From an optimization exercise on the open Yosys and OpenROAD flow, aimed at small area, a short achievable clock period and few clock cycles per item; shortcuts taken in it are not production practice.
RTL that was checked went through simulation tests only; none was proved equivalent to the original.
The RTL of run 1 was laid out without a check of its function.
No activity file was given, so power comes from the tool's default toggle rates.

## flow/design.v (module list and top-level ports; edited modules follow where they fit)
// module vcsk_channel: 106 lines
// module vcsk_core: 991 lines
module vcsk_core (
    input  wire        clk,
    input  wire        rst,
    input  wire        cmd_valid,
    output wire        cmd_ready,
    input  wire [31:0] cmd_data,
    output reg         rsp_valid,
    output reg  [31:0] rsp_data,
    output reg         rsp_err
);
  // ...
==> flow/run.sh <==
#!/bin/bash
# synth_recipe.tcl (not shown) runs the flow's synth.tcl, then flattens the netlist and writes it again
# the make line also repeats each setting of config.mk as NAME=value (left out here)
make -C /OpenROAD-flow-scripts/flow DESIGN_CONFIG=/design/flow/config.mk WORK_HOME=/design/flow/orfs CLKGATE_MAP_FILE= SYNTH_SCRIPT=/design/flow/synth_recipe.tcl finish
==> flow/config.mk <==
export PLATFORM = sky130hd
export DESIGN_NAME = vcsk_core
export DESIGN_NICKNAME = vcsk_core
export VERILOG_FILES = /design/flow/design.v
export SDC_FILE = /design/flow/constraint.sdc
export NUM_CORES = 4
export LEC_CHECK = 0
export CAP_MARGIN = 20
export CORE_MARGIN = 2
export CORE_UTILIZATION = 40
export CTS_BUF_LIST = sky130_fd_sc_hd__clkbuf_16
export CTS_CLUSTER_DIAMETER = 80
export CTS_CLUSTER_SIZE = 24
export SLEW_MARGIN = 20
==> flow/constraint.sdc <==
create_clock -name core_clock -period 44.0 [get_ports {clk}]
set_input_delay 8.8000 -clock core_clock [delete_from_list [all_inputs] [get_ports {clk}]]
set_output_delay 8.8000 -clock core_clock [all_outputs]
set_load 0.01 [all_outputs]
==> results_dict.tcl, run 1 <==
set metrics [dict create \
    critPathMaxStageDelay_ps 530 \
    top_power_group "registers" \
    status "timing/DRC/antenna clean" \
    bufAreaShareNonClock_pct 1.675 \
    postSynthAreaPerCell_sq_um 11.76 \
    final.setup.tns_ps 0 \
    switchingPower_w 0.0007519 \
    start_kind "flop" \
    pg_seq_w 0.00152 \
    place_hpwl_um 134300 \
    fin_cells 8735 \
    setup_violations 0 \
    grtUsageMet2_pct 35.71 \
    grtUsageTotal_pct 22.02 \
    tightestPinTransition_ps 1300 \
    crit_fanout 1 \
    yosysTopAreaCellShare_pct 32.95 \
    leakage_nw 29.43 \
    seqCellArea_sq_um 36230 \
    layout-drive-gt1-share_pct 7.545 \
    place_worst_setup_slack_ps 34370 \
    synthAdderAreaFrac_pct 15.85 \
    tritoncts "done" \
    ctsHoldBuffers 0 \
    skew_ps 82.10 \
    clock_sinks 1409 \
    reg2reg_from "s2_ch[0]" \
]
==> module vcsk_channel, before the edit <==
module vcsk_channel #(
    parameter [4:0] RESET_DIVIDE = 5'd0
) (
    input  wire        clk,
    input  wire        rst,
    input  wire        cfg_we,
    input  wire [4:0]  cfg_div,
    input  wire [4:0]  cfg_div_n,
    input  wire [3:0]  cfg_mode,
    input  wire [15:0] cfg_vol,
    input  wire        tick,
    output wire [4:0]  divide,
    output reg  [3:0]  mode,
    output reg  [15:0] volume,
    output wire        audible
);
    reg [4:0] div_x;
    reg [5:0] counter;
    reg [3:0] reg4;
    reg [4:0] reg5;      
    assign divide  = div_x ^ RESET_DIVIDE;
    assign audible = reg4[3];
    wire       wrap     = ({1'b0, counter} >= {1'b0, divide, 1'b1});
    wire [5:0] cnt_next = wrap ? 6'd0 : counter + 6'd1;
    wire       fire     = wrap || (counter == {1'b0, divide});
    wire [3:0] step4 = (reg4 != 4'd0) ? {reg4[2:0], reg4[3] ^ reg4[2]} : 4'd1;
    wire       nz5   = (reg5 != 5'd0);
    wire [4:0] step5 = nz5 ? {reg5[3:0], reg5[4] ^ reg5[2]} : 5'd1;
    wire       out5  = nz5 & reg5[4];           
    wire [3:0] fill1 = {reg4[2:0], 1'b1};
    wire [3:0] div2  = {reg4[2:0], ~reg4[0]};
    wire       div6_nb = ~(~reg4[2] & (reg4[2:0] != 3'd0));
    wire [3:0] div6  = {~reg4[2:0], div6_nb};
    wire       nz9   = nz5 || (reg4 != 4'd0);
    wire [4:0] s9_r5 = nz9 ? {reg5[3:0], reg4[3] ^ reg5[4]} : 5'd1;
    wire       s9_o  = nz9 & reg5[4];
    wire [3:0] s9_r4 = {reg4[2:0], s9_o};
    wire       gate31 = (step5[3:0] == 4'h8);
    wire       gateb4 = step5[4];
    reg [3:0] n4;
    reg [4:0] n5;
    always @(*) begin
        n4 = reg4;
        n5 = reg5;
        case (mode)
            4'd0, 4'd11: n4 = fill1;
            4'd1:        n4 = step4;
            4'd4, 4'd5:  n4 = div2;
            4'd12, 4'd13: n4 = div6;
            4'd8: begin
                n4 = s9_r4;
                n5 = s9_r5;
            end
            4'd2: begin
                n5 = step5;
                if (gate31) n4 = step4;
            end
            4'd3: begin
                n5 = step5;
                if (gateb4) n4 = step4;
            end
            4'd6: begin
                n5 = step5;
                if (gate31) n4 = div2;
            end
            4'd7: begin
                n5 = step5;
                if (gateb4) n4 = div2;
            end
            4'd9: begin
                n5 = step5;
                n4 = {reg4[2:0], out5};
            end
            4'd10: begin
                n5 = step5;
                if (gate31) n4 = {reg4[2:0], step5[4]};
            end
            4'd14: begin
                n5 = step5;
                if (gate31) n4 = div6;
            end
            default: begin  
                n5 = step5;
                if (gateb4) n4 = div6;
            end
        endcase
    end
    always @(posedge clk) begin
        if (cfg_we) begin
            div_x  <= (cfg_div & ~RESET_DIVIDE) | (cfg_div_n & RESET_DIVIDE);
            mode   <= cfg_mode;
            volume <= cfg_vol;
        end
        if (rst) begin
            counter <= 6'd0;
            reg4    <= 4'd0;
            reg5    <= 5'd0;
        end else if (tick) begin
            counter <= cnt_next;
            if (fire) begin
                reg4 <= n4;
                reg5 <= n5;
            end
        end
    end
endmodule
==> inputs of run 2 (changes only) <==
--- a/flow/design.v
+++ b/flow/design.v
@@ -23,66 +23,32 @@
     wire       wrap     = ({1'b0, counter} >= {1'b0, divide, 1'b1});
-    wire [5:0] cnt_next = wrap ? 6'd0 : counter + 6'd1;
     wire       fire     = wrap || (counter == {1'b0, divide});
-    wire [3:0] step4 = (reg4 != 4'd0) ? {reg4[2:0], reg4[3] ^ reg4[2]} : 4'd1;
-    wire       nz5   = (reg5 != 5'd0);
-    wire [4:0] step5 = nz5 ? {reg5[3:0], reg5[4] ^ reg5[2]} : 5'd1;
-    wire       out5  = nz5 & reg5[4];           
-    wire [3:0] fill1 = {reg4[2:0], 1'b1};
-    wire [3:0] div2  = {reg4[2:0], ~reg4[0]};
-    wire       div6_nb = ~(~reg4[2] & (reg4[2:0] != 3'd0));
-    wire [3:0] div6  = {~reg4[2:0], div6_nb};
-    wire       nz9   = nz5 || (reg4 != 4'd0);
-    wire [4:0] s9_r5 = nz9 ? {reg5[3:0], reg4[3] ^ reg5[4]} : 5'd1;
-    wire       s9_o  = nz9 & reg5[4];
-    wire [3:0] s9_r4 = {reg4[2:0], s9_o};
-    wire       gate31 = (step5[3:0] == 4'h8);
-    wire       gateb4 = step5[4];
-    reg [3:0] n4;
-    reg [4:0] n5;
+    wire z4 = (reg4 == 4'd0);
+    wire z5 = (reg5 == 5'd0);
+    wire m8    = (mode == 4'd8);
+    wire in5s  = z5 | (reg5[4] ^ reg5[2]);
+    wire in5   = m8 ? ((z5 & z4) | (reg4[3] ^ reg5[4])) : in5s;
+    reg  upd5;
+    wire g31   = reg5[2] & ~reg5[1] & ~reg5[0] & ~in5s;    
+    wire gb4   = reg5[3];                                  
+    reg  open4;
+    reg  in4;
     always @(*) begin
-        n4 = reg4;
-        n5 = reg5;
+        upd5  = 1'b1;
+        open4 = 1'b1;
         case (mode)
-            4'd0, 4'd11: n4 = fill1;
-            4'd1:        n4 = step4;
-            4'd4, 4'd5:  n4 = div2;
-            4'd12, 4'd13: n4 = div6;
-            4'd8: begin
-                n4 = s9_r4;
-                n5 = s9_r5;
-            end
-            4'd2: begin
-                n5 = step5;
-                if (gate31) n4 = step4;
-            end
-            4'd3: begin
-                n5 = step5;
-                if (gateb4) n4 = step4;
-            end
-            4'd6: begin
-                n5 = step5;
-                if (gate31) n4 = div2;
-            end
-            4'd7: begin
-                n5 = step5;
-                if (gateb4) n4 = div2;
-            end
-            4'd9: begin
-                n5 = step5;
-                n4 = {reg4[2:0], out5};
-            end
-            4'd10: begin
-                n5 = step5;
-                if (gate31) n4 = {reg4[2:0], step5[4]};
-            end
-            4'd14: begin
-                n5 = step5;
-                if (gate31) n4 = div6;
-            end
-            default: begin  
-                n5 = step5;
-                if (gateb4) n4 = div6;
-            end
+            4'd0, 4'd11:   begin upd5 = 1'b0; in4 = 1'b1; end
+            4'd1:          begin upd5 = 1'b0; in4 = z4 | (reg4[3] ^ reg4[2]); end
+            4'd2:          begin open4 = g31; in4 = z4 | (reg4[3] ^ reg4[2]); end
+            4'd3:          begin open4 = gb4; in4 = z4 | (reg4[3] ^ reg4[2]); end
+            4'd4, 4'd5:    begin upd5 = 1'b0; in4 = ~reg4[0]; end
+            4'd6:          begin open4 = g31; in4 = ~reg4[0]; end
+            4'd7:          begin open4 = gb4; in4 = ~reg4[0]; end
+            4'd8, 4'd9:    in4 = reg5[4];
+            4'd10:         begin open4 = g31; in4 = reg5[3]; end
+            4'd12, 4'd13:  begin upd5 = 1'b0; in4 = ~(~reg4[2] & (reg4[2:0] != 3'd0)); end
+            4'd14:         begin open4 = g31; in4 = ~(~reg4[2] & (reg4[2:0] != 3'd0)); end
+            default:       begin open4 = gb4; in4 = ~(~reg4[2] & (reg4[2:0] != 3'd0)); end
         endcase
     end
+    wire inv4 = mode[3] & mode[2];                         
     always @(posedge clk) begin
@@ -93,4 +59,4 @@
         end
+        counter <= (rst || (tick && wrap)) ? 6'd0 : counter + {5'd0, tick};
         if (rst) begin
-            counter <= 6'd0;
             reg4    <= 4'd0;
@@ -98,7 +64,6 @@
         end else if (tick) begin
-            counter <= cnt_next;
-            if (fire) begin
-                reg4 <= n4;
-                reg5 <= n5;
-            end
+            if (fire && open4)
+                reg4 <= {reg4[2:0] ^ {3{inv4}}, in4};
+            if (fire && upd5)
+                reg5 <= {reg5[3:0], in5};
         end
==> flow/flow/run.sh (new file) <==
#!/bin/bash
# The standard layout, with the port buffers that buffer_ports inserts made
# sky130_fd_sc_hd__buf_2 cells instead of its default choice.
set -euo pipefail
export BUFFER_PORTS_ARGS="-buffer_cell sky130_fd_sc_hd__buf_2"
bash standard.sh finish > standard.log 2>&1
==> flow/standard.sh (new file) <==
#!/bin/bash
# synth_recipe.tcl (not shown) runs the flow's synth.tcl, then flattens the netlist and writes it again
# the make line also repeats each setting of config.mk as NAME=value (left out here)
make -C /OpenROAD-flow-scripts/flow DESIGN_CONFIG=/design/flow/config.mk WORK_HOME=/design/flow/orfs CLKGATE_MAP_FILE= SYNTH_SCRIPT=/design/flow/synth_recipe.tcl "${@:-finish}"
--- a/flow/config.mk
+++ b/flow/config.mk
@@ -9,3 +9,3 @@
 export CORE_MARGIN = 2
-export CORE_UTILIZATION = 40
+export CORE_UTILIZATION = 50
 export CTS_BUF_LIST = sky130_fd_sc_hd__clkbuf_16
removed: flow/run.sh
==> run 2 against run 1 <==
Effect of this change:
- synthesized cell count down 3.0%
- die area decreased by 21%
- clock power shrank 9.6%
- flip-flop and latch count unchanged
- highest routed layer unchanged
- largest cell class unchanged
- critical path depth unchanged
- global-route usage increased by 5.2 points
==> results_dict.tcl, run 2 <==
set metrics [dict create \
    h-tree-depth 3 \
    yosysTopAreaCellShare_pct 33.40 \
    avgRoutedWirePerCell_um 24.32 \
    rows 139 \
    numCtsBuffers 86 \
    crit_start "rsp_data[7]" \
    largest-register "g_ch.u_ch.volume" \
    first_pass_iters 6 \
    drc 0 \
    postSynth.asyncResetShare_pct 0 \
    critPathCapture "rsp_data[7]" \
    grt_setup_unrepaired "false" \
    synth_nets 6754 \
    yosysUniqueCellTypes 64 \
    nets 6847 \
    grt_max_degree 118 \
    via_count 46090 \
    antenna_found_initial 12 \
    largest_reg_flops 512 \
    crit_chain "buf_2" \
    arrival_ps 1200 \
    totalWireLength_um 196800 \
    setup_ws_ps 34000 \
    use_met1_pct 37.60 \
    tritoncts "done" \
    area_delta_synth_final_pct 8.421 \
    crit_fanout 1 \
    ctsHoldBuffers 0 \
    fin_crit_sh_pct 22.72 \
    crit_slowest_cell "dfxtp_1" \
    period_needed_ps 9998 \
    setup_violations 0 \
    ant_nets 0 \
    core-area_sq_um 143100 \
    gp_congestion 0.9090 \
    clk_pin_slew_ps 90 \
    multi_input_area_sq_um 33970 \
    cp_num_buf_inv 1 \
    synth.most_common_cell "edfxtp_1" \
    fmax_mhz 100.0 \
    hold_viol 0 \
    io_pins 70 \
    cp_top_family "flip-flops" \
    reg2reg_from "s2_ch[0]" \
    status "timing/DRC/antenna clean" \
    yosys.area.top_type "edfxtp_1" \
    synth_edf_count 800 \
    skew_ps 41.87 \
    grt-busiest-layer "met2" \
    clock_sinks 1409 \
    start_kind "flop" \
    grt_pass1_wl_um 295000 \
    die_area_sq_um 146900 \
    tightestPinTransition_ps 1179 \
    place.port_buffers 68 \
    grt_use_met3_pct 5.272 \
    place_worst_setup_slack_ps 34780 \
    critPathMaxStageDelay_ps 340 \
    synth_area_leaders "edfxtp_1, dfxtp_1, fa_1" \
    seqCellArea_sq_um 36230 \
    seq_area_frac_synth_pct 50.35 \
    clockBufferDepth 3 \
    power.total_w 0.002678 \
    cp.depth 1 \
    cts-root-buf "clkbuf_16" \
    fin_cells 8092 \
    critPathKind "reg -> out" \
    final_cell_mix "edfxtp_1, nand2_1, nor2_1, dfxtp_1, fa_1" \
    r2r_end "s3_ra[15]" \
    yosysWarnings 33 \
    post-cts-setup-buffer-count 0 \
    reg2reg_depth 21 \
    fill_cells 12110 \
    drt_iter0_drc 4208 \
    holdCritPathClass "reg -> reg" \
    maxCapViolations 0 \
    synthTopCellsByCount "edfxtp_1, nand2_1, nor2_1, dfxtp_1, fa_1" \
    avgViaCountPerCell 5.695 \
    reg_top3 "g_ch.u_ch.volume x512, g_ch.u_ch.counter x192" \
    grt_overflow 0 \
    slew_violations 0 \
    start_util_pct 50.25 \
    dp.cells 7921 \
    slew-limit-headroom_pct 20.82 \
    crit_required_ps 35200 \
    first_global_vias 45300 \
    syn_inst 6016 \
    vdd_drop_max_uv 40.09 \
    final_common_cell "edfxtp_1" \
    clk_latency_ps 740 \
    reg2reg_setup_slack_ps 36430 \
    leakage_nw 28.96 \
    die_w_um 383.3 \
    synthFlopType "edfxtp_1" \
    power.density_nw_per_um2 34.34 \
    final.setup.tns_ps 0 \
    cts_resized 0 \
    grtUsageTotal_pct 27.21 \
    synthesis.area_sq_um 71930 \
    postSynthAreaPerCell_sq_um 11.96 \
    ys_ff_latch 1409 \
    layout-drive-gt1-share_pct 8.300 \
    grtUsageMet2_pct 42.96 \
    die_h_um 383.3 \
    crit_path_end_kind "primary output" \
    place_hpwl_um 139500 \
]
==> run 2: changes by cell type after synthesis, moves of 43 or more <==
cell | before | now
nand3_1 | 78 | 121
a211oi_1 | 46 | 153
nor2_1 | 577 | 649
a21oi_1 | 237 | 148
inv_1 | 323 | 372
nand4_1 | 98 | 33
mux2i_1 | 192 | 135
nand2_1 | 825 | 651
==> run 2: per-layer routing <==
layer | up-vias | share of wire (%)
met5 | - | 0
met4 | 0 | 4.0
met3 | 291 | 7.2
met2 | 1434 | 46
met1 | 23240 | 43
li1 | 21120 | -
==> run 2: worst min path at each step <==
| stage | depth (start not counted) | to | startpoint | slack, ps |
|---|---|---|---|---|
| finish | 0 | s3_err | s2_err | 330 |
| global placement | 0 | s3_rdcfg | s2_rdcfg | 310 |
| detailed placement | 0 | s3_err | s2_err | 310 |
| floorplan | 0 | rsp_err | s3_err | 310 |
| CTS | 0 | s3_err | s2_err | 340 |
| global route | 0 | s3_err | s2_err | 350 |
==> run 2: layout make-up <==
cell class | instances | area share, %
multi-input cells | 4077 | 43.55
clock buffers | 89 | 2.856
inverters | 378 | 1.821
repair buffers | 157 | 1.396
well taps | 1903 | 3.053
flip-flops and latches | 1409 | 46.45
diodes | 8 | 0.02567
clock inverters | 71 | 0.8407
==> run 2: cells by family after synthesis <==
family | after synthesis | share of synthesized area (%)
flops | 1409 | 50.35
simple gates | 1861 | 11.53
buf+inv | 530 | 2.825
xor+xnor | 451 | 5.491
fa+ha+maj | 703 | 16.62
mux | 253 | 5.526
other cells | 1 | 0.005213
compound gates | 808 | 7.650
==> run 2: stage by stage <==
| step | area, sq um | utilization, % | hold WS (ps) |
|---|---|---|---|
| after global routing | 77970 | 54.47 | 352.0 |
| after detailed placement | 74980 | 52.38 | 314.6 |
| final | 77990 | 54.49 | 332.5 |
| after CTS | 77860 | 54.40 | 337.4 |
| after global placement | 74960 | 52.37 | 311.8 |
| after floorplan | 71930 | - | 309.6 |
==> run 2: where the power goes <==
group	total, W	internal, W	switching [W]
sequential	0.00152	0.00147	0.0000489
combinational	0.000257	0.0000914	0.000165
clock	0.000903	0.000399	0.000503
Testbench counts of run 2, summed over its fixed seeds: cycles 12,288, items 12,256.
==> inputs of run 3 (changes only) <==
--- a/flow/config.mk
+++ b/flow/config.mk
@@ -9,3 +9,3 @@
 export CORE_MARGIN = 2
-export CORE_UTILIZATION = 50
+export CORE_UTILIZATION = 58
 export CTS_BUF_LIST = sky130_fd_sc_hd__clkbuf_16
==> run 3 against run 2 <==
Effect of this change:
- still clean
- critical path depth did not move
- clock power down 11%
- non-clock buffer count up 2
- maximum frequency is 2.7% lower
- first-iteration DRC count up 15%
- synthesized cell count unchanged
- hold slack better by 12 ps
- final area fell by 0.96%
- wire length rose by 1.9%
- utilization is 8.1 points higher
==> results_dict.tcl, run 3 <==
set metrics [dict create \
    crit_chain "buf_2" \
    avgRoutedWirePerCell_um 25.70 \
    tritoncts "done" \
    r2r_end "s3_ra[15]" \
    crit_start "rsp_valid" \
    rows 129 \
    post-cts-setup-buffer-count 0 \
    leakage_nw 28.80 \
    area_delta_synth_final_pct 7.377 \
    yosysWarnings 33 \
    critPathCapture "rsp_valid" \
    synthesis.area_sq_um 71930 \
    start_util_pct 58.33 \
    reg2reg_depth 20 \
    synth_nets 6754 \
    io_pins 70 \
    grt_pass1_wl_um 296200 \
    final_cell_mix "edfxtp_1, nand2_1, nor2_1, dfxtp_1, fa_1" \
    place_hpwl_um 133300 \
    core-area_sq_um 123300 \
    ys_ff_latch 1409 \
    crit_path_end_kind "primary output" \
    drt_iter0_drc 4860 \
    final_common_cell "edfxtp_1" \
    syn_inst 6016 \
    antenna_found_initial 19 \
    period_needed_ps 10270 \
    postSynthAreaPerCell_sq_um 11.96 \
    clk_pin_slew_ps 100 \
    synthTopCellsByCount "edfxtp_1, nand2_1, nor2_1, dfxtp_1, fa_1" \
    nets 6838 \
    placed_cell_area_sq_um 74800 \
    fmax_mhz 97.32 \
    synth_edf_count 800 \
    gp_congestion 0.8859 \
    synth_area_leaders "edfxtp_1, dfxtp_1, fa_1" \
    worstHoldStart "s2_rdcfg" \
    synthFlopType "edfxtp_1" \
    die_w_um 356.2 \
    power.density_nw_per_um2 33.41 \
    design_area_sq_um 77240 \
    die_area_sq_um 126900 \
    largest_reg_flops 512 \
    reg_top3 "g_ch.u_ch.volume x512, g_ch.u_ch.counter x192" \
    avgViaCountPerCell 5.938 \
    grt_overflow 0 \
    status "timing/DRC/antenna clean" \
    vdd_drop_max_uv 38.47 \
    yosysTopAreaCellShare_pct 33.40 \
    highest-signal-layer "met5" \
    crit_fanout 1 \
    ctsHoldBuffers 0 \
    crit_required_ps 35200 \
    met1_length_um 83660 \
    clk_latency_ps 710 \
    maxCapViolations 0 \
    dr_wl_met3_um 20140 \
    skew_ps 36.41 \
    final.setup.tns_ps 0 \
    largest-register "g_ch.u_ch.volume" \
    first_global_vias 44710 \
    synth.most_common_cell "edfxtp_1" \
    arrival_ps 1480 \
    grtUsageTotal_pct 32.16 \
    fill_cells 9818 \
    cts-root-buf "clkbuf_16" \
    cp_num_buf_inv 1 \
    via_count 46320 \
    crit_slowest_cell "dfxtp_1" \
    grt_setup_unrepaired "false" \
    postSynth.asyncResetShare_pct 0 \
    setup_violations 0 \
    fin_crit_sh_pct 23.35 \
    hold_viol 0 \
    cp_top_family "flip-flops" \
    reg2reg_setup_slack_ps 36010 \
    critPathMaxStageDelay_ps 550 \
    slew_violations 0 \
    start_kind "flop" \
    clockBufferDepth 3 \
    layout-drive-gt1-share_pct 8.067 \
    reg2reg_from "s2_ch[0]" \
    die_h_um 356.2 \
    yosysUniqueCellTypes 64 \
    h-tree-depth 3 \
    place.port_buffers 68 \
    numCtsBuffers 75 \
    critPathKind "reg -> out" \
    holdCritPathClass "reg -> reg" \
    cts_resized 0 \
    totalWireLength_um 200500 \
    yosys.area.top_type "edfxtp_1" \
    tightestPinTransition_ps 1147 \
    clock_sinks 1409 \
    drc 0 \
    first_pass_iters 6 \
    seq_area_frac_synth_pct 50.35 \
    slew-limit-headroom_pct 23.50 \
    ant_nets 0 \
    grt_max_degree 145 \
    cp.depth 1 \
    wl_met2_um 90400 \
]
[run 3: kinds of logic after synthesis]
kind of cell / synth area share, %
AO/OA/AOI/OAI: 7.650
adder cells (fa/ha/maj): 16.62
XOR/XNOR: 5.491
multiplexers: 5.526
other: 0.005213
AND/OR/NAND/NOR: 11.53
flip-flops: 50.35
buffers and inverters: 2.825
[run 3: routing by layer]
layer,up-vias,track usage (%)
met5,-,0
met4,4,9.156
met3,289,7.407
met2,1827,49.60
met1,23120,45.95
li1,21080,-
[run 3: final cells by class]
type / instances / area [sq um] / area share (%)
inverters: 378 / 1419 / 1.837
clock buffers: 80 / 2002 / 2.592
clock inverters: 58 / 395.4 / 0.5119
well taps: 1637 / 2048 / 2.652
diodes: 3 / 7.507 / 0.009720
repair buffers: 159 / 1036 / 1.341
flip-flops and latches: 1409 / 36230 / 46.91
multi-input cells: 4077 / 34100 / 44.15
[run 3: worst reg2reg max path, delay by kind of cell (launching register included)]
kind	cells	cell delay [ps]
adder cells (fa/ha/maj)	7	3670
flip-flops	1	570
AO/OA/AOI/OAI	1	920
buffers and inverters	2	730
AND/OR/NAND/NOR	2	770
XOR/XNOR	8	1240
[run 3: per-stage QoR]
stage,util [%],instances,hold slack [ps],setup slack [ps],power [W]
after floorplan,-,6016,309.6,34870,0.001684
after global placement,60.64,7660,316.3,34430,0.001796
after detailed placement,60.66,7660,318.3,34450,0.001799
after CTS,62.60,7798,344.3,33650,0.002592
after global routing,62.63,7799,346.6,33670,0.002666
final,62.63,7801,344.6,33730,0.002581
[run 3: worst min path at each step]
stage                           to  slack, ps  cells past startpoint
after CTS                 s3_rdcfg        340                      0
after global placement    s3_rdcfg        320                      0
after detailed placement    s3_err        320                      0
after floorplan            rsp_err        310                      0
after global routing      s3_rdcfg        350                      0
final                     s3_rdcfg        340                      0
[run 3: power by group]
group          internal (W)  switching (W)
combinational     0.0000908       0.000163
sequential          0.00147      0.0000501
clock              0.000351       0.000456
==> inputs of run 4 (changes only) <==
--- a/flow/config.mk
+++ b/flow/config.mk
@@ -9,3 +9,3 @@
 export CORE_MARGIN = 2
-export CORE_UTILIZATION = 58
+export CORE_UTILIZATION = 40
 export CTS_BUF_LIST = sky130_fd_sc_hd__clkbuf_16
==> run 4 against run 3 <==
Effect of this change:
- sequential power barely moved
- wire length decreased by 3.4%
- largest power group unchanged
- final area grew 2.1%
- still clean
- non-clock buffer count rose by 4
- hold slack got worse by 4.2 ps
==> results_dict.tcl, run 4 <==
set metrics [dict create \
    clk_pin_slew_ps 90 \
    arrival_ps 1220 \
    synth_nets 6754 \
    timing.hold.ws_ps 340.4 \
    leakage_nw 29.11 \
    h-tree-depth 3 \
    critPathMaxStageDelay_ps 330 \
    final_util_pct 44.16 \
    crit_required_ps 35200 \
    drc 0 \
    core-area_sq_um 178600 \
    layout-drive-gt1-share_pct 8.781 \
    p_seq_share_pct 55.9 \
    status "timing/DRC/antenna clean" \
    yosysTopAreaCellShare_pct 33.40 \
    reg2reg_depth 24 \
    grt_setup_unrepaired "false" \
    largest_reg_flops 512 \
    grt_max_degree 87 \
    ctsHoldBuffers 0 \
    avgViaCountPerCell 5.389 \
    setup_ws_ps 33980 \
    vdd_drop_max_uv 37.44 \
    die_area_sq_um 183200 \
    gp_congestion 0.8697 \
    final_common_cell "edfxtp_1" \
    avgRoutedWirePerCell_um 22.65 \
    tritoncts "done" \
    area_delta_synth_final_pct 9.664 \
    drt_iter0_drc 3756 \
    place_hpwl_um 133700 \
    crit_slowest_cell "dfxtp_1" \
    synth_edf_count 800 \
    crit_fanout 1 \
    power.density_nw_per_um2 34.40 \
    synth_mux_area_share_pct 5.526 \
    final_cell_mix "edfxtp_1, nand2_1, nor2_1, dfxtp_1, fa_1" \
    grt_pass1_wl_um 292400 \
    synthFlopType "edfxtp_1" \
    r2r_end "s3_ra[15]" \
    cp_top_family "flip-flops" \
    postSynth.asyncResetShare_pct 0 \
    synthXorXnorAreaFrac_pct 5.491 \
    reg_top3 "g_ch.u_ch.volume x512, g_ch.u_ch.counter x192" \
    nets 6856 \
    ys_ff_latch 1409 \
    die_w_um 428.1 \
    reg2reg_from "s2_ch[0]" \
    min_to "s3_err" \
    cts_resized 0 \
    synthesis.area_sq_um 71930 \
    yosys.area_share.simple_pct 11.53 \
    reg2reg_setup_slack_ps 36030 \
    via_count 46090 \
    post-cts-setup-buffer-count 0 \
    yosysUniqueCellTypes 64 \
    synth_top_family_by_area "adder cells" \
    crit_chain "buf_2" \
    io_pins 70 \
    totalWireLength_um 193700 \
    place.port_buffers 68 \
    ant_nets 0 \
    rows 155 \
    synth_compound_area_share_pct 7.650 \
    synth.most_common_cell "edfxtp_1" \
    p_sw_share_pct 26.57 \
    cts-root-buf "clkbuf_16" \
    place_worst_setup_slack_ps 34780 \
    first_global_vias 45470 \
    die_h_um 428.1 \
    first_pass_iters 5 \
    intPower_w 0.001993 \
    fin_crit_sh_pct 22.78 \
    antenna_found_initial 5 \
    comb_power_share_pct 9.0 \
    seq_area_frac_synth_pct 50.35 \
    grtUsageTotal_pct 21.16 \
    skew_ps 57.59 \
    synthAdderAreaFrac_pct 16.62 \
    clock_power_share_pct 35.1 \
    yosysWarnings 33 \
    start_kind "flop" \
    tightestPinTransition_ps 1175 \
    fill_cells 16220 \
    hold_viol 0 \
    slew-limit-headroom_pct 21.67 \
    syn_inst 6016 \
    critPathKind "reg -> out" \
    holdCritPathClass "reg -> reg" \
    worstHoldStart "s2_err" \
    yosys.area.top_type "edfxtp_1" \
    hold_depth 0 \
    crit_path_end_kind "primary output" \
    cp_num_buf_inv 1 \
    clock_sinks 1409 \
    postSynthAreaPerCell_sq_um 11.96 \
    synthTopCellsByCount "edfxtp_1, nand2_1, nor2_1, dfxtp_1, fa_1" \
    maxCapViolations 0 \
    fmax_mhz 99.78 \
    slew_violations 0 \
    start_util_pct 40.27 \
    synth_area_leaders "edfxtp_1, dfxtp_1, fa_1" \
    final.setup.tns_ps 0 \
    switchingPower_w 0.0007211 \
    clk_latency_ps 780 \
    period_needed_ps 10020 \
    numCtsBuffers 89 \
    grt_overflow 0 \
    clockBufferDepth 3 \
    setup_violations 0 \
    largest-register "g_ch.u_ch.volume" \
]
## run 4: cell counts after synthesis
Identical to the previous run, type by type.
## run 4: power groups by stage
stage,Sequential (W),Combinational [W],Clock (W)
after floorplan,0.00153,0.000157,0
after global placement,0.00155,0.000239,0
after detailed placement,0.00155,0.000242,0
after CTS,0.00152,0.000244,0.000976
after global routing,0.00153,0.000268,0.00102
final,0.00152,0.000243,0.000953
## run 4: final cells by class
class                           instances  area [sq um]  share of cell area, %
Sequential cell                      1409         36230                  45.93
Multi-Input combinational cell       4077         34050                  43.17
Tap cell                             2355          2947                  3.735
Clock buffer                           90          2252                  2.855
Inverter                              378          1420                  1.800
Timing Repair Buffer                  163          1066                  1.351
Clock inverter                         78         913.4                  1.158
Antenna cell                            2         5.005               0.006345
## run 4: metrics by stage
| step | std cells | instance area, sq um | power (W) |
|---|---|---|---|
| 2_1_floorplan | 6016 | 71930 | 0.001684 |
| 3_3_place_gp | 8381 | 75630 | 0.001785 |
| 3_5_place_dp | 8382 | 75670 | 0.001789 |
| 4_1_cts | 8550 | 78830 | 0.002737 |
| 5_1_grt | 8551 | 78880 | 0.002814 |
| 6_report | 8552 | 78880 | 0.002714 |
## run 4: kinds of logic after synthesis
kind of cell,Yosys count
muxes,253
buffers and inverters,530
AOI/OAI and AO/OA,808
adders and majority gates,703
DFF,1409
xor gates and xnor gates,451
and+or+nand+nor,1861
other,1
## run 4: worst max-delay path by stage
| stage | from | end | slack [ps] | cells after the start |
|---|---|---|---|---|
| 2_1_floorplan | rsp_data[0] | rsp_data[0] | 34870 | 0 |
| 3_3_place_gp | rsp_data[14] | rsp_data[14] | 34790 | 1 |
| 3_5_place_dp | rsp_data[15] | rsp_data[15] | 34780 | 1 |
| 4_1_cts | rsp_data[11] | rsp_data[11] | 33910 | 1 |
| 5_1_grt | rsp_data[11] | rsp_data[11] | 33930 | 1 |
| 6_report | rsp_data[11] | rsp_data[11] | 33980 | 1 |
## run 4: per-layer routing
metal  part of all wire (%)  GRT usage, %  up-vias
li1                       -             -    21120
met1                     43         28.68    23440
met2                     48         34.99     1250
met3                    5.6         2.648      272
met4                    3.7         7.458        4
met5                  0.012             0        -
==> inputs of run 5 (changes only) <==
--- a/flow/config.mk
+++ b/flow/config.mk
@@ -7,5 +7,5 @@
 export LEC_CHECK = 0
-export CAP_MARGIN = 20
+export CAP_MARGIN = 5
 export CORE_MARGIN = 2
-export CORE_UTILIZATION = 40
+export CORE_UTILIZATION = 50
 export CTS_BUF_LIST = sky130_fd_sc_hd__clkbuf_16
@@ -13,2 +13,2 @@
 export CTS_CLUSTER_SIZE = 24
-export SLEW_MARGIN = 20
+export SLEW_MARGIN = 5
==> run 5 against run 4 <==
Effect of this change:
- via count is 0.34% higher
- non-clock buffer count shrank 10
- sequential power hardly changed
- critical path depth stayed put
- flip-flop and latch count did not move
- sequential share of layout area grew 0.62 points
- clock skew decreased by 15 ps
- maximum frequency is 0.28% higher
- critical endpoint is now rsp_data[5]
- highest routed layer is now met4
==> results_dict.tcl, run 5 <==
set metrics [dict create \
    status "timing/DRC/antenna clean" \
    yosysTopAreaCellShare_pct 33.40 \
    synth_top_family_by_area "adder cells" \
    setup_ws_ps 34010 \
    critPathMaxStageDelay_ps 330 \
    synth_area_leaders "edfxtp_1, dfxtp_1, fa_1" \
    slew-limit-headroom_pct 16.92 \
    cp_top_family "flip-flops" \
    avgViaCountPerCell 5.723 \
    place_worst_setup_slack_ps 34780 \
    slew_violations 0 \
    holdCritPathClass "reg -> reg" \
    synth_nets 6754 \
    skew_ps 42.35 \
    via_count 46250 \
    synthTopCellsByCount "edfxtp_1, nand2_1, nor2_1, dfxtp_1, fa_1" \
    crit_path_end_kind "primary output" \
    use_met1_pct 38.11 \
    synthesis.area_sq_um 71930 \
    first_pass_iters 6 \
    clk_latency_ps 730 \
    ant_nets 0 \
    largest_reg_flops 512 \
    die_area_sq_um 146900 \
    vdd_drop_max_uv 39.97 \
    drc 0 \
    yosysWarnings 33 \
    power.density_nw_per_um2 34.28 \
    ctsHoldBuffers 0 \
    grtUsageTotal_pct 27.23 \
    place.port_buffers 68 \
    grt_max_degree 118 \
    postSynthAreaPerCell_sq_um 11.96 \
    synthAdderAreaFrac_pct 16.62 \
    period_needed_ps 9994 \
    final_common_cell "edfxtp_1" \
    die_h_um 383.3 \
    crit_chain "buf_2" \
    start_util_pct 50.25 \
    synthFlopType "edfxtp_1" \
    core-area_sq_um 143100 \
    synth_edf_count 800 \
    h-tree-depth 3 \
    cp_num_buf_inv 1 \
    setup_violations 0 \
    yosys.area_share.simple_pct 11.53 \
    nets 6841 \
    synth_compound_area_share_pct 7.650 \
    final.setup.tns_ps 0 \
    critPathKind "reg -> out" \
    switchingPower_w 0.0007042 \
    yosys.area.top_type "edfxtp_1" \
    arrival_ps 1190 \
    dp.cells 7920 \
    post-cts-setup-buffer-count 0 \
    drt_iter0_drc 4325 \
    grtUsageMet2_pct 42.83 \
    clock_sinks 1409 \
    io_pins 70 \
    fill_cells 12180 \
    grt_overflow 0 \
    timing.hold.ws_ps 332.3 \
    maxCapViolations 0 \
    syn_inst 6016 \
    first_global_vias 45430 \
    largest-register "g_ch.u_ch.volume" \
    cts-root-buf "clkbuf_16" \
    place_hpwl_um 139500 \
    comb_power_share_pct 9.6 \
    crit_slowest_cell "dfxtp_1" \
    seq_area_frac_synth_pct 50.35 \
    postSynth.asyncResetShare_pct 0 \
    fmax_mhz 100.1 \
    yosysUniqueCellTypes 64 \
    area_delta_synth_final_pct 8.196 \
    ys_ff_latch 1409 \
    layout-drive-gt1-share_pct 8.150 \
    p_sw_share_pct 26.40 \
    fin_crit_sh_pct 22.71 \
    grt_use_met3_pct 4.175 \
    hold_viol 0 \
    final_cell_mix "edfxtp_1, nand2_1, nor2_1, dfxtp_1, fa_1" \
    grt-busiest-layer "met2" \
    reg_top3 "g_ch.u_ch.volume x512, g_ch.u_ch.counter x192" \
    synth.most_common_cell "edfxtp_1" \
    gp_congestion 0.9090 \
    numCtsBuffers 84 \
    grt_setup_unrepaired "false" \
    tightestPinTransition_ps 1241 \
    crit_required_ps 35200 \
    p_seq_share_pct 56.9 \
    rows 139 \
    leakage_nw 28.87 \
    clockBufferDepth 3 \
    fin_cells 8081 \
    crit_fanout 1 \
    synth_mux_area_share_pct 5.526 \
    tritoncts "done" \
    intPower_w 0.001963 \
    antenna_found_initial 10 \
    clock_power_share_pct 33.5 \
    totalWireLength_um 196900 \
    cts_resized 0 \
    clk_pin_slew_ps 90 \
    die_w_um 383.3 \
    synthXorXnorAreaFrac_pct 5.491 \
    start_kind "flop" \
    avgRoutedWirePerCell_um 24.37 \
    grt_pass1_wl_um 295700 \
]
[run 5: area by class of cell]
| class | instances | area [sq um] | area share (%) |
|---|---|---|---|
| flip-flops and latches | 1409 | 36230 | 46.55 |
| repair buffers | 153 | 991.0 | 1.273 |
| clock inverters | 65 | 601.8 | 0.7733 |
| clock buffers | 90 | 2252 | 2.894 |
| well taps | 1903 | 2381 | 3.059 |
| inverters | 378 | 1420 | 1.825 |
| diodes | 6 | 15.01 | 0.01929 |
| multi-input cells | 4077 | 33940 | 43.61 |
[run 5: power groups by stage]
stage | Sequential [W] | Clock [W] | Combinational, W
after floorplan | 0.00153 | 0 | 0.000157
after global placement | 0.00155 | 0 | 0.000250
after detailed placement | 0.00155 | 0 | 0.000252
after CTS | 0.00152 | 0.000914 | 0.000256
after global routing | 0.00153 | 0.000956 | 0.000278
final | 0.00152 | 0.000894 | 0.000255
[run 5: final timing paths]
kind,startpoint,endpoint,slack [ps],cells after the start
worst max register to register,s2_ch[0],s3_ra[15],36430,21
worst min-delay path,s2_err,s3_err,330,0
worst max-delay path,rsp_data[5],rsp_data[5],34010,1
worst min register to register,s2_err,s3_err,330,0
[run 5: logic make-up (layout without fill, tap and decap cells)]
| logic type | Yosys count | in the layout |
|---|---|---|
| AND/OR/NAND/NOR | 1861 | 1861 |
| AO/OA/AOI/OAI | 808 | 808 |
| multiplexers | 253 | 253 |
| other | 1 | 7 |
| adder cells (fa/ha/maj) | 703 | 703 |
| XOR/XNOR | 451 | 451 |
| flip-flops | 1409 | 1409 |
| buffers and inverters | 530 | 686 |
[run 5: per-layer routing]
metal	up-vias	wire, um
met1	23390	84320
met4	0	8085
met2	1462	90090
li1	21100	-
met5	-	0
met3	296	14400
[run 5: metrics by stage]
stage	util (%)	total power [W]	cell area, sq um
3_3_place_gp	52.37	0.001797	74960
3_5_place_dp	52.37	0.001799	74960
2_1_floorplan	-	0.001684	71930
6_report	54.37	0.002668	77830
5_1_grt	54.36	0.002761	77810
4_1_cts	54.36	0.002687	77810
==> inputs of run 6 (changes only) <==
==> flow/config.mk (replaced) <==
export PLATFORM = sky130hd
export DESIGN_NAME = vcsk_core
export DESIGN_NICKNAME = vcsk_core
export VERILOG_FILES = /design/flow/design.v
export SDC_FILE = /design/flow/constraint.sdc
export NUM_CORES = 4
export LEC_CHECK = 0
export CAP_MARGIN = 20
export CORE_MARGIN = 2
export CORE_UTILIZATION = 50
export CTS_BUF_LIST = sky130_fd_sc_hd__clkbuf_8 sky130_fd_sc_hd__clkbuf_16
export CTS_CLUSTER_DIAMETER = 60
export CTS_CLUSTER_SIZE = 20
export SLEW_MARGIN = 20
==> run 6 against run 5 <==
Effect of this change:
- sequential power hardly changed
- total power is 12% higher
- critical endpoint is now rsp_data[7]
- worst setup slack worse by 97 ps
- final area is 2.4% higher
- utilization is 1.3 points higher
- largest cell class unchanged
- non-clock buffer count is 4 higher
- combinational power hardly changed
- flip-flop and latch count stayed put
- highest routed layer unchanged
- via count is 0.33% higher
- synthesized area stayed put
==> results_dict.tcl, run 6 <==
set metrics [dict create \
    tightestPinTransition_ps 1174 \
    final_util_pct 55.69 \
    fill_cells 11930 \
    yosys.area.top_type "edfxtp_1" \
    core-area_sq_um 143100 \
    tritoncts "done" \
    clock_sinks 1409 \
    synth.most_common_cell "edfxtp_1" \
    yosysTopAreaCellShare_pct 33.40 \
    clk_latency_ps 810 \
    critPathKind "reg -> out" \
    final_cell_mix "edfxtp_1, nand2_1, nor2_1, dfxtp_1, fa_1" \
    first_pass_iters 5 \
    antenna_found_initial 11 \
    vdd_drop_max_uv 36.82 \
    maxCapViolations 0 \
    critPathCapture "rsp_data[7]" \
    setup_violations 0 \
    postSynth.asyncResetShare_pct 0 \
    place.port_buffers 68 \
    reg_top3 "g_ch.u_ch.volume x512, g_ch.u_ch.counter x192" \
    synthTopCellsByCount "edfxtp_1, nand2_1, nor2_1, dfxtp_1, fa_1" \
    leakage_nw 29.77 \
    cts-root-buf "clkbuf_16" \
    final.setup.tns_ps 0 \
    avgViaCountPerCell 5.674 \
    start_util_pct 50.25 \
    synth_edf_count 800 \
    drt_iter0_drc 3972 \
    h-tree-depth 4 \
    skew_ps 45.61 \
    r2r_end "s3_ra[15]" \
    die_h_um 383.3 \
    ys_ff_latch 1409 \
    drc 0 \
    grt_setup_unrepaired "false" \
    intPower_w 0.002212 \
    slew_violations 0 \
    place_hpwl_um 139500 \
    holdCritPathClass "reg -> reg" \
    avgRoutedWirePerCell_um 24.15 \
    layout-drive-gt1-share_pct 9.651 \
    p_sw_share_pct 26.08 \
    synth_area_leaders "edfxtp_1, dfxtp_1, fa_1" \
    die_w_um 383.3 \
    largest_reg_flops 512 \
    crit_fanout 1 \
    crit_path_end_kind "primary output" \
    reg2reg_from "s2_ch[0]" \
    synth_nets 6754 \
    grt_overflow 0 \
    synthFlopType "edfxtp_1" \
    crit_required_ps 35200 \
    reg2reg_depth 21 \
    clockBufferDepth 3 \
    hold_viol 0 \
    cp_top_family "flip-flops" \
    cp_num_buf_inv 1 \
    comb_power_share_pct 8.6 \
    synthesis.area_sq_um 71930 \
    grt_pass1_wl_um 297500 \
    critPathMaxStageDelay_ps 350 \
    cts_resized 0 \
    clock_power_share_pct 40.6 \
    post-cts-setup-buffer-count 0 \
    numCtsBuffers 133 \
    fmax_mhz 99.09 \
    nets 6894 \
    die_area_sq_um 146900 \
    grt_max_degree 118 \
    p_seq_share_pct 50.8 \
    cp.depth 1 \
    rows 139 \
    crit_start "rsp_data[7]" \
    postSynthAreaPerCell_sq_um 11.96 \
    yosysWarnings 33 \
    yosysUniqueCellTypes 64 \
    final_common_cell "edfxtp_1" \
    slew-limit-headroom_pct 21.51 \
    via_count 46400 \
    arrival_ps 1290 \
    power.total_w 0.002992 \
    power.density_nw_per_um2 37.54 \
    first_global_vias 45970 \
    crit_slowest_cell "dfxtp_1" \
    grtUsageTotal_pct 27.48 \
    clk_pin_slew_ps 80 \
    switchingPower_w 0.0007802 \
    area_delta_synth_final_pct 10.81 \
    syn_inst 6016 \
    reg2reg_setup_slack_ps 36390 \
    seq_area_frac_synth_pct 50.35 \
    totalWireLength_um 197500 \
    io_pins 70 \
    status "timing/DRC/antenna clean" \
    period_needed_ps 10090 \
    start_kind "flop" \
    ant_nets 0 \
    fin_crit_sh_pct 22.94 \
    crit_chain "buf_2" \
    ctsHoldBuffers 0 \
    largest-register "g_ch.u_ch.volume" \
    gp_congestion 0.9090 \
]
## run 6: area by class of cell
cell class,instances,area [sq um],share of cell area (%)
Multi-Input combinational cell,4077,33970,42.62
Clock buffer,144,3547,4.450
Clock inverter,104,1055,1.323
Antenna cell,6,15.01,0.01884
Timing Repair Buffer,157,1089,1.366
Sequential cell,1409,36230,45.45
Tap cell,1903,2381,2.987
Inverter,378,1420,1.782
## run 6: power groups by stage
stage / registers (W) / logic (W) / clock network, W
after global placement: 0.00155 / 0.000250 / 0
final: 0.00152 / 0.000258 / 0.00122
after detailed placement: 0.00155 / 0.000253 / 0
after global routing: 0.00153 / 0.000280 / 0.00129
after CTS: 0.00152 / 0.000256 / 0.00124
after floorplan: 0.00153 / 0.000157 / 0
## run 6: kinds of logic (layout without fill, tap and decap cells)
| family | count (synthesis) | in the layout | synth area share [%] |
|---|---|---|---|
| and+or+nand+nor | 1861 | 1861 | 11.53 |
| DFF | 1409 | 1409 | 50.35 |
| AOI/OAI and AO/OA | 808 | 808 | 7.650 |
| adders and majority gates | 703 | 703 | 16.62 |
| buffers and inverters | 530 | 783 | 2.825 |
| xor gates and xnor gates | 451 | 451 | 5.491 |
| muxes | 253 | 253 | 5.526 |
| other | 1 | 7 | 0.005213 |
## run 6: per-stage QoR
step	worst slack (ps)	hold WS (ps)	area, sq um	instances
2_1_floorplan	34870	309.6	71930	6016
3_3_place_gp	34790	311.8	74960	7920
3_5_place_dp	34780	314.6	74980	7921
4_1_cts	33890	329.9	79580	8169
5_1_grt	33890	344.5	79690	8172
6_report	33910	328.0	79710	8178
## run 6: worst min-delay path by stage
| stage | start | to | slack, ps | cells after the start |
|---|---|---|---|---|
| after CTS | s2_err | s3_err | 330 | 0 |
| after floorplan | s3_err | rsp_err | 310 | 0 |
| after global routing | s2_rdcfg | s3_rdcfg | 340 | 0 |
| after global placement | s2_rdcfg | s3_rdcfg | 310 | 0 |
| final | s2_err | s3_err | 330 | 0 |
| after detailed placement | s2_err | s3_err | 310 | 0 |
## run 6: layer usage
layer	track usage, %	routed length, um	vias up
met2	43.19	90900	1457
met4	10.26	7414	0
li1	-	-	21290
met5	0	0	-
met3	4.897	14030	293
met1	38.19	85160	23360
==> inputs of run 7 (changes only) <==
==> flow/flow/run.sh (replaced) <==
#!/bin/bash
# The standard layout, with two changes to how it is made:
# - the port buffers that buffer_ports inserts are sky130_fd_sc_hd__buf_2;
# - clock tree synthesis inserts no dummy loads.
set -euo pipefail
export BUFFER_PORTS_ARGS="-buffer_cell sky130_fd_sc_hd__buf_2"
export CTS_ARGS="-sink_clustering_enable -repair_clock_nets -sink_clustering_size 24 -sink_clustering_max_diameter 80 -buf_list sky130_fd_sc_hd__clkbuf_16 -dont_use_dummy_load"
bash standard.sh finish > standard.log 2>&1
--- a/flow/config.mk
+++ b/flow/config.mk
@@ -10,5 +10,5 @@
 export CORE_UTILIZATION = 50
-export CTS_BUF_LIST = sky130_fd_sc_hd__clkbuf_8 sky130_fd_sc_hd__clkbuf_16
-export CTS_CLUSTER_DIAMETER = 60
-export CTS_CLUSTER_SIZE = 20
+export CTS_BUF_LIST = sky130_fd_sc_hd__clkbuf_16
+export CTS_CLUSTER_DIAMETER = 80
+export CTS_CLUSTER_SIZE = 24
 export SLEW_MARGIN = 20
==> run 7 against run 6 <==
Effect of this change:
- still clean
- sequential power about the same
- wire length decreased by 0.53%
- utilization decreased by 1.7 points
- register-to-register slack improved by 50 ps
- sequential share of layout area increased by 1.4 points
- clock power decreased by 36%
- clock-buffer cell count decreased by 58
- total power decreased by 15%
- critical path depth unchanged
- maximum frequency increased by 0.93%
- highest routed layer unchanged
==> results_dict.tcl, run 7 <==
set metrics [dict create \
    cts_resized 0 \
    post-cts-setup-buffer-count 0 \
    synthTopCellsByCount "edfxtp_1, nand2_1, nor2_1, dfxtp_1, fa_1" \
    die_w_um 383.3 \
    h-tree-depth 3 \
    seqCellArea_sq_um 36230 \
    layout-drive-gt1-share_pct 7.500 \
    drt_iter0_drc 3925 \
    fin_cells 8017 \
    crit_fanout 1 \
    yosysTopAreaCellShare_pct 33.40 \
    io_pins 70 \
    yosysWarnings 33 \
    yosysUniqueCellTypes 64 \
    totalWireLength_um 196500 \
    start_kind "flop" \
    clk_pin_slew_ps 90 \
    hold_viol 0 \
    worstHoldStart "s2_err" \
    final.setup.tns_ps 0 \
    start_util_pct 50.25 \
    area_delta_synth_final_pct 7.401 \
    vdd_drop_max_uv 41.57 \
    die_area_sq_um 146900 \
    largest-register "g_ch.u_ch.volume" \
    critPathMaxStageDelay_ps 340 \
    crit_required_ps 35200 \
    largest_reg_flops 512 \
    critPathKind "reg -> out" \
    final_cell_mix "edfxtp_1, nand2_1, nor2_1, dfxtp_1, fa_1" \
    slew-limit-headroom_pct 18.10 \
    synthFlopType "edfxtp_1" \
    leakage_nw 28.54 \
    fmax_mhz 100.0 \
    die_h_um 383.3 \
    grtUsageTotal_pct 27.18 \
    tightestPinTransition_ps 1220 \
    synth_edf_count 800 \
    grt_setup_unrepaired "false" \
    cp_top_family "flip-flops" \
    first_global_vias 45270 \
    ant_nets 0 \
    grt_max_degree 118 \
    postSynth.asyncResetShare_pct 0 \
    reg2reg_depth 21 \
    arrival_ps 1200 \
    crit_chain "buf_2" \
    dp.cells 7921 \
    slew_violations 0 \
    synth.most_common_cell "edfxtp_1" \
    numCtsBuffers 86 \
    crit_path_end_kind "primary output" \
    postSynthAreaPerCell_sq_um 11.96 \
    holdCritPathClass "reg -> reg" \
    period_needed_ps 9999 \
    reg_top3 "g_ch.u_ch.volume x512, g_ch.u_ch.counter x192" \
    multi_input_area_sq_um 33970 \
    nets 6847 \
    antenna_found_initial 9 \
    clk_latency_ps 740 \
    clockBufferDepth 3 \
    critPathCapture "rsp_data[7]" \
    fill_cells 12140 \
    crit_start "rsp_data[7]" \
    drc 0 \
    crit_slowest_cell "dfxtp_1" \
    r2r_end "s3_ra[15]" \
    setup_violations 0 \
    synth_nets 6754 \
    grt_pass1_wl_um 294800 \
    yosys.area.top_type "edfxtp_1" \
    maxCapViolations 0 \
    seq_area_frac_synth_pct 50.35 \
    tritoncts "done" \
    skew_ps 82.47 \
    fin_crit_sh_pct 22.72 \
    cp.depth 1 \
    syn_inst 6016 \
    ys_ff_latch 1409 \
    cts-root-buf "clkbuf_16" \
    final_common_cell "edfxtp_1" \
    synth_area_leaders "edfxtp_1, dfxtp_1, fa_1" \
    rows 139 \
    ctsHoldBuffers 0 \
    avgRoutedWirePerCell_um 24.51 \
    cp_num_buf_inv 1 \
    gp_congestion 0.9090 \
    clock_sinks 1409 \
    place_hpwl_um 139500 \
    status "timing/DRC/antenna clean" \
    reg2reg_setup_slack_ps 36440 \
    via_count 45930 \
    grt_overflow 0 \
    reg2reg_from "s2_ch[0]" \
    power.density_nw_per_um2 33.02 \
    avgViaCountPerCell 5.729 \
    core-area_sq_um 143100 \
    synthesis.area_sq_um 71930 \
    place.port_buffers 68 \
    first_pass_iters 6 \
]
==> run 7: cell counts after synthesis <==
No cell type changed its count.
==> run 7: cells by family after synthesis <==
logic type	share of synthesized area, %
flops	50.35
buf+inv	2.825
simple gates	11.53
mux	5.526
other cells	0.005213
compound gates	7.650
fa+ha+maj	16.62
xor+xnor	5.491
==> run 7: worst min-delay path by stage <==
| stage | end | cells past startpoint | slack, ps |
|---|---|---|---|
| global route | s3_rdcfg | 0 | 350 |
| detailed placement | s3_err | 0 | 310 |
| CTS | s3_err | 0 | 340 |
| floorplan | rsp_err | 0 | 310 |
| finish | s3_err | 0 | 330 |
| global placement | s3_rdcfg | 0 | 310 |
==> run 7: layout make-up <==
type                    count  share of cell area, %
clock buffers              86                  2.786
repair buffers            157                  1.409
flip-flops and latches   1409                  46.90
well taps                1903                  3.082
diodes                      7                0.02267
inverters                 378                  1.838
multi-input cells        4077                  43.97
==> run 7: per-layer routing <==
metal	vias to the layer above	wire, um	GRT usage, %
met2	1439	89750	42.98
met3	283	13490	4.536
met1	23180	85090	37.96
met5	-	0	0
li1	21030	-	-
met4	0	8121	9.638
==> run 7: stage by stage <==
step	cell area, sq um	util [%]	setup WS (ps)	hold slack [ps]	power [W]
3_5_place_dp	74980	52.38	34780	314.6	0.001800
3_3_place_gp	74960	52.37	34790	311.8	0.001797
6_report	77250	53.97	34000	334.5	0.002551
5_1_grt	77240	53.96	33960	350.8	0.002641
2_1_floorplan	71930	-	34870	309.6	0.001684
4_1_cts	77130	53.89	33970	337.4	0.002567
==> run 7: power by group <==
part           leakage [nW]  internal [W]  switching (W)
Clock                  1.06      0.000347       0.000428
Sequential             12.6       0.00147      0.0000488
Combinational          14.8     0.0000915       0.000166
Total                  28.5       0.00191       0.000643
==> inputs of run 8 (changes only) <==
--- a/flow/config.mk
+++ b/flow/config.mk
@@ -7,3 +7,3 @@
 export LEC_CHECK = 0
-export CAP_MARGIN = 20
+export CAP_MARGIN = 5
 export CORE_MARGIN = 2
@@ -13,2 +13,3 @@
 export CTS_CLUSTER_SIZE = 24
-export SLEW_MARGIN = 20
+export GPL_TIMING_DRIVEN = 0
+export SLEW_MARGIN = 5
==> run 8 against run 7 <==
Effect of this change:
- clock skew is 10 ps lower
- die area stayed put
- clock power is 2% lower
- register-to-register slack worse by 690 ps
- still clean on timing, DRC and antenna
==> results_dict.tcl, run 8 <==
set metrics [dict create \
    avgViaCountPerCell 5.767 \
    status "timing/DRC/antenna clean" \
    gp_congestion 0.9196 \
    clk_latency_ps 740 \
    fill_cells 12020 \
    antenna_found_initial 18 \
    cp_top_family "flip-flops" \
    synthXorXnorAreaFrac_pct 5.491 \
    cp.depth 1 \
    r2r_end "s3_ra[15]" \
    period_needed_ps 10010 \
    ys_ff_latch 1409 \
    core-area_sq_um 143100 \
    post-cts-setup-buffer-count 0 \
    grt_overflow 0 \
    yosysWarnings 33 \
    yosysUniqueCellTypes 64 \
    seq_area_frac_synth_pct 50.35 \
    grt_max_degree 33 \
    grtUsageMet2_pct 46.62 \
    ant_nets 0 \
    cts-root-buf "clkbuf_16" \
    slew-limit-headroom_pct 6.522 \
    place.port_buffers 68 \
    layout-drive-gt1-share_pct 7.424 \
    final.setup.tns_ps 0 \
    synthTopCellsByCount "edfxtp_1, nand2_1, nor2_1, dfxtp_1, fa_1" \
    grt-busiest-layer "met2" \
    synthFlopType "edfxtp_1" \
    crit_start "rsp_data[11]" \
    via_count 46890 \
    place_hpwl_um 156900 \
    grt_pass1_wl_um 308900 \
    synthAdderAreaFrac_pct 16.62 \
    grt_use_met3_pct 4.800 \
    synth_mux_area_share_pct 5.526 \
    io_pins 70 \
    reg2reg_depth 21 \
    final_common_cell "edfxtp_1" \
    fmax_mhz 99.90 \
    crit_slowest_cell "dfxtp_1" \
    totalWireLength_um 211400 \
    crit_fanout 1 \
    critPathKind "reg -> out" \
    tritoncts "done" \
    crit_path_end_kind "primary output" \
    drc 0 \
    critPathMaxStageDelay_ps 350 \
    syn_inst 6016 \
    final_cell_mix "edfxtp_1, nand2_1, nor2_1, dfxtp_1, fa_1" \
    start_kind "flop" \
    setup_ws_ps 33990 \
    synth_nets 6754 \
    postSynth.asyncResetShare_pct 0 \
    grt_setup_unrepaired "false" \
    synthesis.area_sq_um 71930 \
    use_met1_pct 39.60 \
    slew_violations 0 \
    start_util_pct 50.25 \
    cp_num_buf_inv 1 \
    largest-register "g_ch.u_ch.volume" \
    cts_resized 0 \
    synth.most_common_cell "edfxtp_1" \
    skew_ps 72.52 \
    power.density_nw_per_um2 32.62 \
    maxCapViolations 0 \
    hold_viol 0 \
    clk_pin_slew_ps 90 \
    avgRoutedWirePerCell_um 26.00 \
    synth_top_family_by_area "adder cells" \
    grtUsageTotal_pct 29.09 \
    postSynthAreaPerCell_sq_um 11.96 \
    reg_top3 "g_ch.u_ch.volume x512, g_ch.u_ch.counter x192" \
    leakage_nw 28.75 \
    area_delta_synth_final_pct 8.558 \
    power.total_w 0.002547 \
    drt_iter0_drc 4341 \
    first_pass_iters 6 \
    vdd_drop_max_uv 30.67 \
    die_area_sq_um 146900 \
    synth_edf_count 800 \
    critPathCapture "rsp_data[11]" \
    nets 6963 \
    placed_cell_area_sq_um 76000 \
    yosys.area_share.simple_pct 11.53 \
    fin_crit_sh_pct 22.75 \
    yosysTopAreaCellShare_pct 33.40 \
    synth_area_leaders "edfxtp_1, dfxtp_1, fa_1" \
    reg2reg_setup_slack_ps 35750 \
    first_global_vias 45600 \
    ctsHoldBuffers 0 \
    clockBufferDepth 3 \
    clock_sinks 1409 \
    yosys.area.top_type "edfxtp_1" \
    synth_compound_area_share_pct 7.650 \
    arrival_ps 1210 \
    setup_violations 0 \
    design_area_sq_um 78090 \
    numCtsBuffers 82 \
    crit_required_ps 35200 \
    reg2reg_from "s2_ch[1]" \
    die_w_um 383.3 \
    tightestPinTransition_ps 1390 \
    h-tree-depth 3 \
    holdCritPathClass "reg -> reg" \
    largest_reg_flops 512 \
    die_h_um 383.3 \
    crit_chain "buf_2" \
    place_worst_setup_slack_ps 34630 \
    rows 139 \
]
## run 8: cell counts after synthesis
No cell type changed its count.
## run 8: worst min-delay path by stage
stage	from	to	slack, ps	cells past startpoint
6_report	s3_err	rsp_err	330	0
4_1_cts	s3_err	rsp_err	330	0
2_1_floorplan	s3_err	rsp_err	310	0
5_1_grt	s3_err	rsp_err	330	0
3_3_place_gp	s2_err	s3_err	310	0
3_5_place_dp	s3_err	rsp_err	310	0
## run 8: cell type report
class	count	area (sq um)	area share, %
multi-input cells	4077	33950	43.48
repair buffers	125	1429	1.830
clock buffers	82	2052	2.628
plain buffers	152	623.1	0.7980
flip-flops and latches	1409	36210	46.38
diodes	6	15.01	0.01923
well taps	1903	2381	3.049
inverters	378	1419	1.817
## run 8: logic make-up (layout without fill, tap and decap cells)
group                    count (synthesis)  count (layout)
AO/OA/AOI/OAI                          808             808
flip-flops                            1409            1409
multiplexers                           253             253
adder cells (fa/ha/maj)                703             703
XOR/XNOR                               451             451
AND/OR/NAND/NOR                       1861            1861
other                                    1               7
buffers and inverters                  530             737
## run 8: routing by layer
metal / vias up / part of all wire [%]
met3: 383 / 7.6
li1: 21260 / -
met2: 1725 / 47
met4: 4 / 4.5
met1: 23530 / 41
met5: - / 0.016
## run 8: report_power, final
part           total (W)  leakage (nW)  switching (W)  internal (W)
Combinational   0.000272          15.1       0.000174     0.0000986
Clock           0.000759          1.01       0.000428      0.000331
Sequential       0.00152          12.6      0.0000463       0.00147
Total            0.00255          28.7       0.000648       0.00190
## run 8: per-stage QoR
stage	instances	hold WS [ps]	util, %
CTS	8125	326.8	54.53
finish	8132	327.0	54.55
floorplan	6016	309.6	-
global route	8126	330.9	54.54
global placement	7987	314.0	52.16
detailed placement	8043	312.1	53.09
==> inputs of run 9 (changes only) <==
--- a/flow/config.mk
+++ b/flow/config.mk
@@ -13,3 +13,2 @@
 export CTS_CLUSTER_SIZE = 24
-export GPL_TIMING_DRIVEN = 0
 export SLEW_MARGIN = 5
==> run 9 against run 8 <==
Effect of this change:
- final cell count down 1.5%
- final area down 1.3%
- critical path type unchanged
- largest power group unchanged
- combinational power down 6%
- highest routed layer unchanged
- die area unchanged
- clock-buffer cell count up 2
- non-clock buffer count down 124
- sequential power about the same
- hold slack better by 5.3 ps
- register-to-register slack better by 640 ps
- still clean
==> results_dict.tcl, run 9 <==
set metrics [dict create \
    critPathKind "reg -> out" \
    start_kind "flop" \
    synth_area_leaders "edfxtp_1, dfxtp_1, fa_1" \
    io_pins 70 \
    final_common_cell "edfxtp_1" \
    setup_violations 0 \
    avgViaCountPerCell 5.740 \
    yosys.area.top_type "edfxtp_1" \
    area_delta_synth_final_pct 7.140 \
    clk_pin_slew_ps 90 \
    die_w_um 383.3 \
    seqCellArea_sq_um 36230 \
    first_pass_iters 6 \
    fill_cells 12200 \
    ys_ff_latch 1409 \
    crit_required_ps 35200 \
    die_area_sq_um 146900 \
    crit_fanout 1 \
    core-area_sq_um 143100 \
    synth_top_family_by_area "adder cells" \
    start_util_pct 50.25 \
    vdd_drop_max_uv 39.88 \
    drt_iter0_drc 4262 \
    synth_nets 6754 \
    synthAdderAreaFrac_pct 16.62 \
    final_cell_mix "edfxtp_1, nand2_1, nor2_1, dfxtp_1, fa_1" \
    largest-register "g_ch.u_ch.volume" \
    arrival_ps 1190 \
    crit_path_end_kind "primary output" \
    cp_num_buf_inv 1 \
    largest_reg_flops 512 \
    avgRoutedWirePerCell_um 24.54 \
    tightestPinTransition_ps 1260 \
    synth_edf_count 800 \
    grt_pass1_wl_um 294700 \
    via_count 45960 \
    layout-drive-gt1-share_pct 7.409 \
    maxCapViolations 0 \
    rows 139 \
    final.setup.tns_ps 0 \
    synthTopCellsByCount "edfxtp_1, nand2_1, nor2_1, dfxtp_1, fa_1" \
    place_hpwl_um 139500 \
    grt_setup_unrepaired "false" \
    h-tree-depth 3 \
    gp_congestion 0.9090 \
    critPathMaxStageDelay_ps 330 \
    slew-limit-headroom_pct 15.59 \
    skew_ps 69.82 \
    crit_slowest_cell "dfxtp_1" \
    ant_nets 0 \
    status "timing/DRC/antenna clean" \
    ctsHoldBuffers 0 \
    yosysWarnings 33 \
    grtUsageTotal_pct 27.17 \
    postSynth.asyncResetShare_pct 0 \
    clockBufferDepth 3 \
    dp.cells 7920 \
    clock_sinks 1409 \
    numCtsBuffers 84 \
    final_util_pct 53.84 \
    synthFlopType "edfxtp_1" \
    yosysUniqueCellTypes 64 \
    synthesis.area_sq_um 71930 \
    first_global_vias 45230 \
    nets 6841 \
    cts-root-buf "clkbuf_16" \
    antenna_found_initial 11 \
    cp_top_family "flip-flops" \
    crit_chain "buf_2" \
    cts_resized 0 \
    syn_inst 6016 \
    fin_crit_sh_pct 22.70 \
    slew_violations 0 \
    clk_latency_ps 730 \
    holdCritPathClass "reg -> reg" \
    totalWireLength_um 196500 \
    seq_area_frac_synth_pct 50.35 \
    synth.most_common_cell "edfxtp_1" \
    fin_cells 8007 \
    die_h_um 383.3 \
    grt_max_degree 118 \
    fmax_mhz 100.1 \
    multi_input_area_sq_um 33940 \
    period_needed_ps 9990 \
    postSynthAreaPerCell_sq_um 11.96 \
    yosys.area_share.simple_pct 11.53 \
    reg_top3 "g_ch.u_ch.volume x512, g_ch.u_ch.counter x192" \
    tritoncts "done" \
    power.density_nw_per_um2 33.00 \
    post-cts-setup-buffer-count 0 \
    synthXorXnorAreaFrac_pct 5.491 \
    synth_compound_area_share_pct 7.650 \
    yosysTopAreaCellShare_pct 33.40 \
    leakage_nw 28.44 \
    hold_viol 0 \
    synth_mux_area_share_pct 5.526 \
    place.port_buffers 68 \
    drc 0 \
    grt_overflow 0 \
]
run 9: cell count changes in the layout (fill, tap and decap cells not counted), moves of 5 or more:
cell | before | now
a21o_2 | 13 | 3
buf_16 | 12 | 0
clkbuf_1 | 113 | 0
buf_8 | 20 | 0
buf_1 | 7 | 0
buf_2 | 94 | 68
buf_12 | 21 | 1
buf_4 | 7 | 84
dfxtp_1 | 609 | 604
a21o_1 | 132 | 142
run 9: final cells by class:
| cell class | instances | area share, % |
|---|---|---|
| Antenna cell | 3 | 0.009741 |
| Clock buffer | 84 | 2.728 |
| Inverter | 378 | 1.843 |
| Multi-Input combinational cell | 4077 | 44.04 |
| Sequential cell | 1409 | 47.01 |
| Tap cell | 1903 | 3.090 |
| Timing Repair Buffer | 153 | 1.286 |
run 9: cells by family (layout without fill, tap and decap cells):
group | count (synthesis) | count (layout)
fa+ha+maj | 703 | 703
xor+xnor | 451 | 451
compound gates | 808 | 808
flops | 1409 | 1409
buf+inv | 530 | 615
other cells | 1 | 4
simple gates | 1861 | 1861
mux | 253 | 253
run 9: metal layers:
| layer | share of wire (%) | wire length (um) | GRT usage [%] | vias to the layer above |
|---|---|---|---|---|
| met2 | 46 | 89650 | 42.70 | 1466 |
| met1 | 43 | 84590 | 38.12 | 23190 |
| li1 | - | - | - | 21000 |
| met4 | 4.2 | 8344 | 10.51 | 2 |
| met5 | 0.010 | 20 | 0 | - |
| met3 | 7.1 | 13900 | 4.078 | 302 |
run 9: power by group:
group          internal (W)  total (W)  switching [W]
combinational     0.0000903   0.000255       0.000165
sequential          0.00147    0.00152      0.0000487
clock              0.000339   0.000769       0.000430
total               0.00190    0.00254       0.000643
run 9: final timing paths:
path	start	to	slack, ps	depth (start not counted)
setup / recovery	rsp_data[14]	rsp_data[14]	34010	1
hold / removal	s2_err	s3_err	330	0
setup reg to reg	s2_ch[0]	s3_ra[15]	36390	21
hold reg to reg	s2_err	s3_err	330	0
run 9: through the flow:
stage / total power (W) / instance area [sq um] / hold slack, ps / worst slack, ps
final: 0.002543 / 77070 / 332.3 / 34010
after global routing: 0.002633 / 77060 / 352.2 / 33950
after CTS: 0.002560 / 77060 / 337.4 / 33950
after detailed placement: 0.001799 / 74960 / 314.6 / 34780
after global placement: 0.001797 / 74960 / 311.8 / 34790
after floorplan: 0.001684 / 71930 / 309.6 / 34870

afterwards: timing with drivers on the ports:
How much do the figures lean on ideal ports? The routed layouts below were timed once more, with nothing changed but the port constraints.
Step 1 (the two cells are an assumption about what drives the block):
set clk [get_ports {clk}]
set_driving_cell -lib_cell sky130_fd_sc_hd__clkbuf_16 $clk
set_driving_cell -lib_cell sky130_fd_sc_hd__buf_2 [delete_from_list [all_inputs] $clk]
Step 2 also shifts input and output timing later by t, the mid clock arrival at the registers, as if the neighbouring blocks saw the same clock.
Three values: no drivers, after step 1, after step 2; two values: the first two.
run | t (ns) | setup WS [ns] | worst setup path after step 2 | latest minus earliest clock arrival (ns) | cell pins on the clock port's net
run 1 | 0.842 | 33.551 / 33.464 / 34.306 | register to output | 0.082 / 0.082 | 1
run 2 | 0.802 | 34.002 / 33.919 / 34.655 | input to register | 0.044 / 0.045 | 1
run 3 | 0.780 | 33.725 / 33.644 / 34.424 | register to output | 0.047 / 0.048 | 1
run 4 | 0.837 | 33.978 / 33.890 / 34.727 | register to output | 0.059 / 0.060 | 1
run 5 | 0.802 | 34.006 / 33.921 / 34.705 | input to register | 0.052 / 0.052 | 1
run 6 | 0.867 | 33.909 / 33.827 / 34.642 | input to register | 0.046 / 0.045 | 1
run 7 | 0.782 | 34.001 / 33.916 / 34.692 | input to register | 0.082 / 0.082 | 1
run 8 | 0.786 | 33.990 / 33.910 / 34.648 | input to register | 0.075 / 0.075 | 1
run 9 | 0.784 | 34.010 / 33.926 / 34.704 | input to register | 0.075 / 0.074 | 1
After both steps every run listed still meets setup and hold.
